Background: an optimization exercise with open tools, aiming at small area. Do not read the settings as production practice. In this exercise RTL edits were held to simulation tests only and were not proved equivalent to the original. Power and IR drop assume default switching activity.

--- flow/design.v ---
module adhat_engine (
    input  wire        clk,
    input  wire        rst,           
    input  wire        req_valid,
    output wire        req_ready,
    input  wire [4:0]  req_op,
    input  wire        req_adc,
    input  wire        req_sel,
    input  wire [7:0]  req_a,
    input  wire [7:0]  req_b,
    input  wire [7:0]  req_c,
    input  wire [7:0]  req_d,
    input  wire [7:0]  req_e,
    input  wire [7:0]  req_len,
    output wire [7:0]  lst_idx,
    input  wire        lst_sel,
    input  wire [7:0]  lst_a,
    input  wire [7:0]  lst_b,
    output wire        tp_valid,
    output reg  [3:0]  tp_kind,
    output reg  [7:0]  tp_data,
    input  wire        tp_ack,
    input  wire        tp_fail,
    input  wire [7:0]  tp_rdata,
    input  wire        tp_rdy,
    output reg         rsp_valid,
    output reg         val_valid,
    output reg  [3:0]  rsp_status,
    output reg  [31:0] rsp_value,
    output reg  [7:0]  rsp_info_a,
    output reg  [7:0]  rsp_info_b,
    output reg  [7:0]  rsp_index,
    input  wire [4:0]  mir_addr,
    output wire [7:0]  mir_data,
    output reg  [2:0]  cfg_gain1,
    output reg  [3:0]  cfg_rate1,
    output reg  [2:0]  cfg_filt1,
    output reg         cfg_imode1,
    output reg  [2:0]  cfg_gain2,
    output reg  [1:0]  cfg_rate2,
    output reg         cfg_imode2,
    output reg         alive
);
    localparam NREG = 27;
    localparam OP_WRITEREG  = 5'h01, OP_READREG = 5'h02, OP_SENDCMD  = 5'h03,
               OP_WRITEBLK  = 5'h04, OP_VERIFY  = 5'h05, OP_CONVERT  = 5'h06,
               OP_SCAN      = 5'h07, OP_RTD     = 5'h08, OP_SETGAIN  = 5'h09,
               OP_SETRATE   = 5'h0A, OP_SETFILT = 5'h0B, OP_SETMODE  = 5'h0C,
               OP_HWRESET   = 5'h0D, OP_RELEASE = 5'h0E;
    localparam ST_OK = 4'd0, ST_TRANSPORT = 4'd1, ST_TIMEOUT = 4'd2, ST_CHECKSUM = 4'd3,
               ST_INVCHAN = 4'd4, ST_INVCONF = 4'd5, ST_FRAMELEN = 4'd6,
               ST_INVREG = 4'd7, ST_RELEASED = 4'd8;
    localparam TK_CSA = 4'd0, TK_CSD = 4'd1, TK_TX = 4'd2, TK_RX = 4'd3,
               TK_RDY = 4'd4, TK_PULSE = 4'd5, TK_DELAY = 4'd6, TK_IDLE = 4'd7;
    localparam A_INTERFACE = 5'h02, A_MODE1 = 5'h04, A_MODE2 = 5'h05, A_INPMUX = 5'h06,
               A_IDACMUX = 5'h0D, A_IDACMAG = 5'h0E, A_ADC2CFG = 5'h15, A_ADC2MUX = 5'h16;
    localparam S_IDLE  = 4'd0,  S_CHECK = 4'd1,  S_CSA   = 4'd2,  S_CMD   = 4'd3,
               S_PAY   = 4'd4,  S_CSD   = 4'd5,  S_ABORT = 4'd6,  S_CALL  = 4'd7,
               S_NEXT  = 4'd8,  S_POLL  = 4'd9,  S_VLOOP = 4'd10, S_FCHK  = 4'd11,
               S_ERR   = 4'd12, S_RESP  = 4'd13, S_SADMIT = 4'd14, S_BLK   = 4'd15;
    localparam P_MAIN  = 4'd0, P_BLK   = 4'd1, P_EXMUX = 4'd2, P_EXMAG  = 4'd3,
               P_MUX   = 4'd4, P_DLY   = 4'd5, P_START = 4'd6, P_POLL   = 4'd7,
               P_FRAME = 4'd8, P_RELMAG = 4'd9, P_RELMUX = 4'd10;
    reg [3:0] st;
    reg [3:0] step;
    reg [4:0] op;
    reg       adc;
    reg       sel;
    reg [7:0] ra, rb, rc, rd, re, rlen;
    reg [7:0]  idx;           
    reg [2:0]  bcnt;          
    reg [7:0]  tx_cmd;        
    reg [7:0]  tx_wd;         
    reg        tx_rd;         
    reg [2:0]  tx_n;          
    reg        tx_wreg;       
    reg [3:0]  call_kind;
    reg [7:0]  call_data;
    reg [7:0]  f0, f1, f2, f3, f4;    
    reg [31:0] poll_cnt;
    reg        cmode;         
    reg [7:0]  mux_byte;
    reg [3:0]  code;
    reg [3:0]  first_err;
    reg [7:0]  vcrc, vsum;
    reg        match;
    reg [7:0] mir [0:NREG-1];
    assign mir_data  = (mir_addr < NREG) ? mir[mir_addr] : 8'h00;
    assign req_ready = (st == S_IDLE);
    assign lst_idx   = idx;
    function [7:0] reset_value;
        input [4:0] a;
        begin
            case (a)
                5'h01: reset_value = 8'h11;
                5'h02: reset_value = 8'h05;
                5'h04: reset_value = 8'h80;
                5'h05: reset_value = 8'h04;
                5'h06: reset_value = 8'h01;
                5'h0C: reset_value = 8'h40;
                5'h0D: reset_value = 8'hBB;
                5'h16: reset_value = 8'h01;
                5'h1A: reset_value = 8'h40;
                default: reset_value = 8'h00;
            endcase
        end
    endfunction
    function [7:0] crc8_byte;
        input [7:0] c_in;
        input [7:0] b;
        integer k;
        reg [7:0] c;
        begin
            c = c_in ^ b;
            for (k = 0; k < 8; k = k + 1)
                c = c[7] ? ((c << 1) ^ 8'h07) : (c << 1);
            crc8_byte = c;
        end
    endfunction
    reg [10:0] budget;
    always @(*) begin
        if (!adc) begin
            case (cfg_rate1)
                4'd0:  budget = 11'd2010;
                4'd1:  budget = 11'd1010;
                4'd2:  budget = 11'd510;
                4'd3:  budget = 11'd312;
                4'd4:  budget = 11'd260;
                4'd5:  budget = 11'd110;
                4'd6:  budget = 11'd94;
                4'd7:  budget = 11'd60;
                4'd8:  budget = 11'd23;
                4'd9:  budget = 11'd15;
                4'd10: budget = 11'd13;
                4'd11: budget = 11'd12;
                default: budget = 11'd11;
            endcase
        end else begin
            case (cfg_rate2)
                2'd0: budget = 11'd510;
                2'd1: budget = 11'd60;
                2'd2: budget = 11'd23;
                default: budget = 11'd17;
            endcase
        end
    end
    wire poll_expired = (poll_cnt >= {21'd0, budget});
    wire [7:0] rdata_cmd = adc ? 8'h14 : 8'h12;
    wire [7:0] fcrc = adc ? crc8_byte(crc8_byte(crc8_byte(crc8_byte(8'h00, rdata_cmd), f0), f1), f2)
                          : crc8_byte(crc8_byte(crc8_byte(crc8_byte(crc8_byte(8'h00, rdata_cmd), f0), f1), f2), f3);
    wire [7:0] fsum = adc ? (f0 + f1 + f2 + 8'h9B) : (f0 + f1 + f2 + f3 + 8'h9B);
    wire [7:0] fck  = adc ? f3 : f4;
    wire frame_ok   = cmode ? (fsum == fck) : (fcrc == fck);
    wire [31:0] conv_value = adc ? {{8{f0[7]}}, f0, f1, f2} : {f0, f1, f2, f3};
    wire       adm_sel = (op == OP_SCAN) ? lst_sel : ((op == OP_RTD) ? 1'b1 : sel);
    wire [7:0] adm_p   = (op == OP_SCAN) ? lst_a : ra;
    wire [7:0] adm_n   = (op == OP_SCAN) ? lst_b : rb;
    wire [7:0] maxidx  = adc ? 8'd9 : 8'd10;
    wire       adm_bad_p = (adm_p > maxidx);
    wire       adm_bad_n = adm_sel && (adm_n > maxidx);
    wire [1:0] chk_field = mir[A_INTERFACE][1:0];
    wire       chk_unsup = (chk_field == 2'b00) || (chk_field == 2'b11);
    wire [7:0] adm_mux = adm_sel ? {adm_p[3:0], adm_n[3:0]} : {adm_p[3:0], 4'hA};
    reg        gain_ok;
    reg [2:0]  gain_code;
    always @(*) begin
        gain_ok = 1'b1;
        gain_code = 3'd0;
        case (ra)
            8'd1:   gain_code = 3'd0;
            8'd2:   gain_code = 3'd1;
            8'd4:   gain_code = 3'd2;
            8'd8:   gain_code = 3'd3;
            8'd16:  gain_code = 3'd4;
            8'd32:  gain_code = 3'd5;
            8'd64:  gain_code = 3'd6;
            8'd128: begin gain_code = 3'd7; gain_ok = adc; end
            default: gain_ok = 1'b0;
        endcase
    end
    reg        rate2_ok;
    reg [1:0]  rate2_code;
    always @(*) begin
        rate2_ok = 1'b1;
        rate2_code = 2'd0;
        case (ra)
            8'd2:  rate2_code = 2'd0;
            8'd7:  rate2_code = 2'd1;
            8'd8:  rate2_code = 2'd2;
            8'd16: rate2_code = 2'd3;
            default: rate2_ok = 1'b0;
        endcase
    end
    reg [7:0] rtd_delay_ms;
    always @(*) begin
        case (re[2:0])
            3'd0: rtd_delay_ms = 8'd0;
            3'd1: rtd_delay_ms = 8'd1;
            3'd2: rtd_delay_ms = 8'd2;
            3'd3: rtd_delay_ms = 8'd5;
            3'd4: rtd_delay_ms = 8'd10;
            3'd5: rtd_delay_ms = 8'd20;
            3'd6: rtd_delay_ms = 8'd50;
            default: rtd_delay_ms = 8'd100;
        endcase
    end
    wire is_ctrl_cmd = (ra == 8'h04) || (ra == 8'h06) || (ra == 8'h08) ||
                       (ra == 8'h0A) || (ra == 8'h0C) || (ra == 8'h0E);
    wire [8:0] blk_end = {1'b0, ra} + {1'b0, rb};
    assign tp_valid = (st == S_CSA) || (st == S_CMD) || (st == S_PAY) || (st == S_CSD) ||
                      (st == S_ABORT) || (st == S_CALL) || ((st == S_POLL) && !poll_expired);
    always @(*) begin
        tp_kind = TK_CSA;
        tp_data = 8'h00;
        case (st)
            S_CSA:   tp_kind = TK_CSA;
            S_CMD:   begin tp_kind = TK_TX; tp_data = tx_cmd; end
            S_PAY:   begin tp_kind = tx_rd ? TK_RX : TK_TX; tp_data = tx_rd ? 8'h00 : tx_wd; end
            S_CSD,
            S_ABORT: tp_kind = TK_CSD;
            S_CALL:  begin tp_kind = call_kind; tp_data = call_data; end
            S_POLL:  tp_kind = TK_RDY;
            default: ;
        endcase
    end
    wire acked = tp_valid && tp_ack;
    integer i;
    task reload_state;
        begin
            for (i = 0; i < NREG; i = i + 1)
                mir[i] <= reset_value(i[4:0]);
            cfg_gain1  <= 3'd0;
            cfg_rate1  <= 4'd4;
            cfg_filt1  <= 3'd4;
            cfg_imode1 <= 1'b0;
            cfg_gain2  <= 3'd0;
            cfg_rate2  <= 2'd0;
            cfg_imode2 <= 1'b0;
        end
    endtask
    task start_wreg;
        input [4:0] a;
        input [7:0] v;
        input [3:0] nstep;
        begin
            tx_cmd  <= {3'b010, a};
            tx_wd   <= v;
            tx_rd   <= 1'b0;
            tx_n    <= 3'd1;
            tx_wreg <= 1'b1;
            step    <= nstep;
            st      <= S_CSA;
        end
    endtask
    task start_txn;
        input [7:0] cmd;
        input       rdp;
        input [2:0] n;
        input [3:0] nstep;
        begin
            tx_cmd  <= cmd;
            tx_rd   <= rdp;
            tx_n    <= n;
            tx_wreg <= 1'b0;
            step    <= nstep;
            st      <= S_CSA;
        end
    endtask
    task start_call;
        input [3:0] kind;
        input [7:0] data;
        input [3:0] nstep;
        begin
            call_kind <= kind;
            call_data <= data;
            step      <= nstep;
            st        <= S_CALL;
        end
    endtask
    task respond;
        input [3:0] c;
        begin
            code <= c;
            st   <= S_RESP;
        end
    endtask
    always @(posedge clk) begin
        rsp_valid <= 1'b0;
        val_valid <= 1'b0;
        if (rst) begin
            st         <= S_IDLE;
            step       <= P_MAIN;
            alive      <= 1'b1;
            poll_cnt   <= 32'd0;
            rsp_status <= ST_OK;
            rsp_value  <= 32'd0;
            rsp_info_a <= 8'd0;
            rsp_info_b <= 8'd0;
            rsp_index  <= 8'd0;
            idx        <= 8'd0;
            reload_state;
        end else begin
            case (st)
                S_IDLE: begin
                    if (req_valid) begin
                        op   <= req_op;
                        adc  <= req_adc;
                        sel  <= req_sel;
                        ra   <= req_a;
                        rb   <= req_b;
                        rc   <= req_c;
                        rd   <= req_d;
                        re   <= req_e;
                        rlen <= req_len;
                        idx  <= 8'd0;
                        rsp_info_a <= 8'd0;
                        rsp_info_b <= 8'd0;
                        rsp_index  <= 8'd0;
                        first_err  <= ST_OK;
                        st   <= S_CHECK;
                    end
                end
                S_CHECK: begin
                    if (!alive) begin
                        respond(ST_RELEASED);
                    end else begin
                        case (op)
                            OP_WRITEREG: begin
                                if (ra >= NREG) begin
                                    rsp_info_a <= ra; rsp_info_b <= NREG;
                                    respond(ST_INVREG);
                                end else
                                    start_wreg(ra[4:0], rb, P_MAIN);
                            end
                            OP_READREG: begin
                                if (ra >= NREG) begin
                                    rsp_info_a <= ra; rsp_info_b <= NREG;
                                    respond(ST_INVREG);
                                end else
                                    start_txn({3'b001, ra[4:0]}, 1'b1, 3'd1, P_MAIN);
                            end
                            OP_SENDCMD: begin
                                if (!is_ctrl_cmd)
                                    respond(ST_INVCONF);
                                else
                                    start_txn(ra, 1'b0, 3'd0, P_MAIN);
                            end
                            OP_WRITEBLK: begin
                                if (rlen != rb)
                                    respond(ST_FRAMELEN);
                                else if (rb == 8'd0)
                                    respond(ST_OK);
                                else if (blk_end > NREG) begin
                                    rsp_info_a <= (ra >= NREG) ? ra : NREG;
                                    rsp_info_b <= NREG;
                                    respond(ST_INVREG);
                                end else
                                    st <= S_BLK;
                            end
                            OP_VERIFY: begin
                                if (ra > 8'd1)
                                    respond(ST_INVCONF);
                                else begin
                                    vcrc <= 8'h00;
                                    vsum <= 8'h9B;
                                    st   <= S_VLOOP;
                                end
                            end
                            OP_CONVERT, OP_RTD: begin
                                if (adm_bad_p) begin
                                    rsp_info_a <= adm_p; rsp_info_b <= maxidx;
                                    respond(ST_INVCHAN);
                                end else if (adm_bad_n) begin
                                    rsp_info_a <= adm_n; rsp_info_b <= maxidx;
                                    respond(ST_INVCHAN);
                                end else if (chk_unsup)
                                    respond(ST_INVCONF);
                                else if (op == OP_RTD && re > 8'd7)
                                    respond(ST_INVCONF);
                                else begin
                                    cmode    <= (chk_field == 2'b01);
                                    mux_byte <= adm_mux;
                                    if (op == OP_RTD)
                                        start_wreg(A_IDACMUX, rc, P_EXMUX);
                                    else
                                        start_wreg(adc ? A_ADC2MUX : A_INPMUX, adm_mux, P_MUX);
                                end
                            end
                            OP_SCAN: begin
                                st <= S_SADMIT;
                            end
                            OP_SETGAIN: begin
                                if (!gain_ok)
                                    respond(ST_INVCONF);
                                else if (!adc)
                                    start_wreg(A_MODE2, {mir[A_MODE2][7], gain_code, mir[A_MODE2][3:0]}, P_MAIN);
                                else
                                    start_wreg(A_ADC2CFG, {mir[A_ADC2CFG][7:3], gain_code}, P_MAIN);
                            end
                            OP_SETRATE: begin
                                if (!adc) begin
                                    if (ra > 8'd15)
                                        respond(ST_INVCONF);
                                    else
                                        start_wreg(A_MODE2, {mir[A_MODE2][7:4], ra[3:0]}, P_MAIN);
                                end else begin
                                    if (!rate2_ok)
                                        respond(ST_INVCONF);
                                    else
                                        start_wreg(A_ADC2CFG, {rate2_code, mir[A_ADC2CFG][5:0]}, P_MAIN);
                                end
                            end
                            OP_SETFILT: begin
                                if (adc || ra > 8'd4)
                                    respond(ST_INVCONF);
                                else
                                    start_wreg(A_MODE1, {ra[2:0], mir[A_MODE1][4:0]}, P_MAIN);
                            end
                            OP_SETMODE: begin
                                if (ra > 8'd1)
                                    respond(ST_INVCONF);
                                else begin
                                    if (!adc) cfg_imode1 <= ra[0];
                                    else      cfg_imode2 <= ra[0];
                                    respond(ST_OK);
                                end
                            end
                            OP_HWRESET: begin
                                start_call(TK_PULSE, 8'h00, P_MAIN);
                            end
                            OP_RELEASE: begin
                                alive <= 1'b0;
                                start_call(TK_IDLE, 8'h00, P_MAIN);
                            end
                            default: respond(ST_INVCONF);
                        endcase
                    end
                end
                S_CSA: if (acked) begin
                    if (tp_fail) begin code <= ST_TRANSPORT; st <= S_ERR; end
                    else st <= S_CMD;
                end
                S_CMD: if (acked) begin
                    if (tp_fail) st <= S_ABORT;
                    else begin
                        bcnt <= 3'd0;
                        st   <= (tx_n == 3'd0) ? S_CSD : S_PAY;
                    end
                end
                S_PAY: if (acked) begin
                    if (tp_fail) st <= S_ABORT;
                    else begin
                        if (tx_rd) begin
                            case (bcnt)
                                3'd0: f0 <= tp_rdata;
                                3'd1: f1 <= tp_rdata;
                                3'd2: f2 <= tp_rdata;
                                3'd3: f3 <= tp_rdata;
                                default: f4 <= tp_rdata;
                            endcase
                        end
                        bcnt <= bcnt + 3'd1;
                        if (bcnt == tx_n - 3'd1)
                            st <= S_CSD;
                    end
                end
                S_CSD: if (acked) begin
                    if (tp_fail) begin code <= ST_TRANSPORT; st <= S_ERR; end
                    else begin
                        if (tx_wreg) begin
                            mir[tx_cmd[4:0]] <= tx_wd;
                            if (op == OP_SETGAIN) begin
                                if (!adc) cfg_gain1 <= tx_wd[6:4];
                                else      cfg_gain2 <= tx_wd[2:0];
                            end
                            if (op == OP_SETRATE) begin
                                if (!adc) cfg_rate1 <= tx_wd[3:0];
                                else      cfg_rate2 <= tx_wd[7:6];
                            end
                            if (op == OP_SETFILT)
                                cfg_filt1 <= tx_wd[7:5];
                        end
                        st <= S_NEXT;
                    end
                end
                S_ABORT: if (acked) begin
                    code <= ST_TRANSPORT;
                    st   <= S_ERR;
                end
                S_CALL: if (acked) begin
                    if (tp_fail) begin code <= ST_TRANSPORT; st <= S_ERR; end
                    else st <= S_NEXT;
                end
                S_POLL: begin
                    if (poll_expired) begin
                        code <= ST_TIMEOUT;
                        st   <= S_ERR;
                    end else if (acked) begin
                        if (tp_fail) begin code <= ST_TRANSPORT; st <= S_ERR; end
                        else if (tp_rdy) start_txn(rdata_cmd, 1'b1, adc ? 3'd4 : 3'd5, P_FRAME);
                        else poll_cnt <= poll_cnt + 32'd1;
                    end
                end
                S_NEXT: begin
                    case (step)
                        P_MAIN: begin
                            if ((op == OP_SENDCMD && ra == 8'h06) || op == OP_HWRESET)
                                reload_state;
                            respond(ST_OK);
                        end
                        P_BLK: begin
                            if (idx + 8'd1 == rb)
                                respond(ST_OK);
                            else begin
                                idx <= idx + 8'd1;
                                st  <= S_BLK;
                            end
                        end
                        P_EXMUX: start_wreg(A_IDACMAG, rd, P_EXMAG);
                        P_EXMAG: start_wreg(adc ? A_ADC2MUX : A_INPMUX, mux_byte, P_MUX);
                        P_MUX: begin
                            if (op == OP_RTD && rtd_delay_ms != 8'd0)
                                start_call(TK_DELAY, rtd_delay_ms, P_DLY);
                            else
                                start_txn(adc ? 8'h0C : 8'h08, 1'b0, 3'd0, P_START);
                        end
                        P_DLY: start_txn(adc ? 8'h0C : 8'h08, 1'b0, 3'd0, P_START);
                        P_START: begin
                            poll_cnt <= 32'd0;
                            step     <= P_POLL;
                            st       <= S_POLL;
                        end
                        P_FRAME: st <= S_FCHK;
                        P_RELMAG: start_wreg(A_IDACMUX, 8'hBB, P_RELMUX);
                        P_RELMUX: respond(first_err);
                        default: respond(ST_OK);
                    endcase
                end
                S_FCHK: begin
                    if (!frame_ok) begin
                        code <= ST_CHECKSUM;
                        st   <= S_ERR;
                    end else if (op == OP_SCAN) begin
                        rsp_value <= conv_value;
                        val_valid <= 1'b1;
                        idx <= idx + 8'd1;
                        st  <= S_SADMIT;
                    end else if (op == OP_RTD)
                        start_wreg(A_IDACMAG, 8'h00, P_RELMAG);
                    else
                        respond(ST_OK);
                end
                S_BLK: start_wreg(ra[4:0] + idx[4:0], lst_a, P_BLK);
                S_SADMIT: begin
                    if (idx == rlen)
                        respond(ST_OK);
                    else if (adm_bad_p) begin
                        rsp_info_a <= adm_p; rsp_info_b <= maxidx; rsp_index <= idx;
                        respond(ST_INVCHAN);
                    end else if (adm_bad_n) begin
                        rsp_info_a <= adm_n; rsp_info_b <= maxidx; rsp_index <= idx;
                        respond(ST_INVCHAN);
                    end else if (chk_unsup) begin
                        rsp_index <= idx;
                        respond(ST_INVCONF);
                    end else begin
                        cmode    <= (chk_field == 2'b01);
                        mux_byte <= adm_mux;
                        start_wreg(adc ? A_ADC2MUX : A_INPMUX, adm_mux, P_MUX);
                    end
                end
                S_VLOOP: begin
                    if (idx == rlen) begin
                        match <= ra[0] ? (vsum == rb) : (vcrc == rb);
                        respond(ST_OK);
                    end else begin
                        vcrc <= crc8_byte(vcrc, lst_a);
                        vsum <= vsum + lst_a;
                        idx  <= idx + 8'd1;
                    end
                end
                S_ERR: begin
                    if (op == OP_SCAN)
                        rsp_index <= idx;
                    if (op == OP_RTD) begin
                        if (step == P_RELMAG) begin
                            if (first_err == ST_OK) first_err <= code;
                            start_wreg(A_IDACMUX, 8'hBB, P_RELMUX);
                        end else if (step == P_RELMUX) begin
                            respond((first_err == ST_OK) ? code : first_err);
                        end else begin
                            first_err <= code;
                            start_wreg(A_IDACMAG, 8'h00, P_RELMAG);
                        end
                    end else
                        respond(code);
                end
                S_RESP: begin
                    rsp_valid  <= 1'b1;
                    rsp_status <= code;
                    if (code != ST_OK)
                        rsp_value <= 32'd0;
                    else begin
                        case (op)
                            OP_READREG:         rsp_value <= {24'd0, f0};
                            OP_VERIFY:          rsp_value <= {31'd0, match};
                            OP_CONVERT, OP_RTD: rsp_value <= conv_value;
                            default:            rsp_value <= 32'd0;
                        endcase
                    end
                    st <= S_IDLE;
                end
            endcase
        end
    end
endmodule
--- flow/run.sh ---
#!/bin/bash
# synth_recipe.tcl (not shown) runs the flow's synth.tcl, then flattens the netlist and writes it again
# the make line also repeats each setting of config.mk as NAME=value (left out here)
make -C /OpenROAD-flow-scripts/flow DESIGN_CONFIG=/design/flow/config.mk WORK_HOME=/design/flow/orfs CLKGATE_MAP_FILE= SYNTH_SCRIPT=/design/flow/synth_recipe.tcl finish
--- flow/config.mk ---
export PLATFORM = sky130hd
export DESIGN_NAME = adhat_engine
export DESIGN_NICKNAME = adhat_engine
export VERILOG_FILES = /design/flow/design.v
export SDC_FILE = /design/flow/constraint.sdc
export NUM_CORES = 4
export LEC_CHECK = 0
export CAP_MARGIN = 20
export CORE_MARGIN = 2
export CORE_UTILIZATION = 40
export PLACE_DENSITY = 0.6
export SLEW_MARGIN = 20
--- flow/constraint.sdc ---
create_clock -name core_clock -period 10.0 [get_ports {clk}]
set_input_delay 2.0000 -clock core_clock [delete_from_list [all_inputs] [get_ports {clk}]]
set_output_delay 2.0000 -clock core_clock [all_outputs]
set_load 0.01 [all_outputs]
==> metrics.yaml <==
status: "finished clean"
viasPerCell: 5.983
port_buffers: 199
tritoncts: "done"
synth_top_area_cell: "edfxtp_1"
arrival_ps: 7500
relSlewSlack: 0.2361
htreeDepth: 2
max_stage_delay_ps: 810
combinationalPowerShare: 0.238
min_path_cells: 2
synth_ff_type: "edfxtp_1"
finalSetupViolations: 0
hold_viol: 0
cap_violations: 0
finalCritPeriodShare: 0.7245
cts_buffers: 57
initial_core_util: 0.4059
synth_seq_cells: 516
cts.path.max_buffers: 3
top_register: "mir"
grt_pass1_vias: 23460
crit_family: "compound AO/OA/AOI/OAI gates"
fin_skew_ps: 17.57
worstSetupStartpointType: "register"
p_int_w: 0.004241
die_h_um: 276.5
cp_max_fo: 8
drtIter0Drc: 2682
finalCriticalPeriod_ps: 7245
use_met1: 0.3666
worst_path_most_repeated_cell: "ha_1"
postCtsSetupRepairBufs: 0
swShare: 0.3258
core_area_mm2: 0.07321
postRouteAntennaNets: 0
overflow: 0
r2r_setup_slack_ps: 2760
pwr-share-clk: 0.351
dpl.hpwl_um: 75910
rr_endpoint: "tx_cmd[0]"
syn-cell-area_mm2: 0.02971
grt_use_met2: 0.4346
synth_edf_count: 361
powerDensity_mw_per_mm2: 181.3
fin_area_mm2: 0.03470
grt_pass1_wl_um: 155100
met3_usage: 0.04504
yosysMostFrequentCell: "edfxtp_1"
die_area_mm2: 0.07647
syn_to_final_growth_pct: 16.79
cts_sinks: 516
antenna_found_initial: 0
reg2reg_depth: 17
drt_first_pass_iters: 6
worstMarginPinSlew_ps: 1135
final.setup.worst_slack_ps: 2755
drc: 0
via_count: 24250
ys_seq_area_frac: 0.4693
cp-end-kind: "register"
grt_max_degree: 105
place_ws_ps: 2878
power_frac_seq: 0.411
peakVddDrop_v: 0.0001400
slew_violations: 0
wl_um: 104600
synth_nets: 3090
io-pin-count: 201
crit_slowest_cell: "nor3_1"
cts.hold.buffers_added: 0
synthTopCellsByCount: "edfxtp_1 (361), nor2_1 (332), nand2_1 (237)"
fmax_ghz: 0.1380
grt_usage: 0.2672
syn_avg_cell_area_um2: 10.17
grt.busiest_layer: "met2"
hp-start: "cfg_gain2[2]"
nets: 3215
rows: 99
clk-insertion-delay-late_ps: 640
dieWidth_um: 276.5
syn_inst: 2920
synth_area_leaders: "edfxtp_1 (36%), dfxtp_1 (10%), mux4_2 (4.2%)"
crit_buf_inv: 1
switchingPower_w: 0.002049
cp.required_ps: 10250
crit-reg2reg-launch: "f0[2]"
top_regs: "mir: 216 flops, poll_cnt: 32 flops, rsp_value: 32 flops"
synthArstFlopShare: 0
synth_top_area_frac: 0.3649
dpl_cell_area_mm2: 0.03272
path_cells: "fa_1, ha_1, and3_1, o21a_1, o311ai_0, ha_1, ha_1, inv_1, nor3_1, a311o_1, a311oi_1, nor4_1, nor4b_1, o211ai_1, o41a_1, or3_4, nor3_1"
cts_root_buf: "clkbuf_16"
clkTransAtPathRegs_ps: 60
fin_setup_tns_ps: 0
drive_above_1_share: 0.09438
largest_reg_flops: 216
rsz0062_at_grt: "false"
post_drt_wl_per_cell_um: 25.80
leakage_nw: 12.73
hold_path_class: "reg2reg"
post_cts_resized: 0
hold_end: "cfg_gain2[2]"
place_congestion: 1.000
antenna_cells: 0
ys_warn_count: 1
path_class: "reg2reg"
ys_types: 95
power by group through the flow:
stage	sequential, W	clock, W	combinational, W
2_1_floorplan	0.00254	0	0.000943
5_1_grt	0.00260	0.00232	0.00159
3_5_place_dp	0.00263	0	0.00145
4_1_cts	0.00258	0.00225	0.00146
6_report	0.00259	0.00221	0.00150
3_3_place_gp	0.00262	0	0.00144
worst register-to-register path, delay by kind of cell, from the launching register on:
kind,cells,cell delay [ps]
compound gates,6,2520
fa+ha+maj,4,1650
buf+inv,1,130
simple gates,6,2030
flops,1,560
logic make-up after synthesis:
| logic type | Yosys count | share of synthesized area |
|---|---|---|
| xor gates and xnor gates | 190 | 0.07395 |
| DFF | 516 | 0.4693 |
| muxes | 151 | 0.07525 |
| buffers and inverters | 287 | 0.03710 |
| AOI/OAI and AO/OA | 586 | 0.1249 |
| other | 1 | 0.0001262 |
| adders and majority gates | 79 | 0.03630 |
| and+or+nand+nor | 1110 | 0.1831 |
placed cells by master (no fill, tap or decap), drive strengths merged, types with 16 or more instances in the layout:
cell type      instances
a31oi                 31
and3                  35
nand2b                39
dfxtp                155
clkbuf                73
inv                   83
nand2                237
a21o                  18
nand4                 20
xnor3                 24
a211oi                29
mux2i                 76
xor2                  49
edfxtp               361
xnor2                107
mux2                  19
and2                 128
mux4                  56
clkinv                25
clkdlybuf4s50        196
nor4                  53
buf                   73
o21ai                128
nor2b                 36
nand3                 53
ha                    67
nor3                  97
o211ai                20
or2                   19
nor2                 332
a21oi                210
nor3b                 16
area by class of cell:
class,count,area (um2)
inverter,83,311.5
multi-input combinational,2117,14770
fill,6704,38510
timing repair buffer,270,2525
clock buffer,72,1524
clock inverter,36,424.2
sequential,516,13940
tap,959,1200
per-stage QoR:
| stage | hold slack, ps | std cells | power, W | util |
|---|---|---|---|---|
| floorplan | 430.2 | 2920 | 0.003482 | - |
| global placement | 440.7 | 3944 | 0.004060 | 0.4468 |
| detailed placement | 450.0 | 3944 | 0.004078 | 0.4469 |
| CTS | 457.7 | 4052 | 0.006287 | 0.4736 |
| global route | 485.2 | 4053 | 0.006515 | 0.4740 |
| finish | 453.1 | 4053 | 0.006290 | 0.4740 |
layer usage:
layer | vias to the layer above | share of wire
li1 | 10910 | -
met1 | 11910 | 0.41
met2 | 1243 | 0.47
met3 | 183 | 0.089
met4 | 0 | 0.031
met5 | - | 0
worst max path at each step:
stage / startpoint / to / slack (ps) / cells past startpoint
final: f0[2] / tx_cmd[0] / 2760 / 17
after global routing: f0[2] / tx_cmd[1] / 2400 / 18
after CTS: f0[2] / tx_cmd[0] / 2840 / 18
after detailed placement: f0[2] / tx_cmd[3] / 2880 / 18
after global placement: f0[2] / tx_cmd[0] / 2970 / 17
after floorplan: f1[2] / tx_cmd[0] / 3810 / 18

[static timing again, ports no longer ideal]
The results above use ideal ports. As a check the final layout listed here was re-extracted and re-timed, cells and wires unchanged. Step 1, drivers: a clkbuf_16 drives clk and a buf_2 each remaining input, both assumed. Step 2, shift: input delay + t, output delay - t, t = (earliest + latest rising clock arrival at the registers) / 2. This alone moves slack from input paths to output paths. a / b / c = ideal / step 1 / step 2; a / b = the first two.
t, ns: 0.696
setup slack, ns: 2.755 / 2.755 / 2.755
latest minus earliest clock arrival (ns): 0.020 / 0.020
worst slew at a driven data input, ns: 0.08
cell pins on the clock port's net: 1
After both steps setup and hold are still met in this run. For this run, drivers alone change the setup slack by 0.000 ns; drivers and shift together by 0.000 ns.
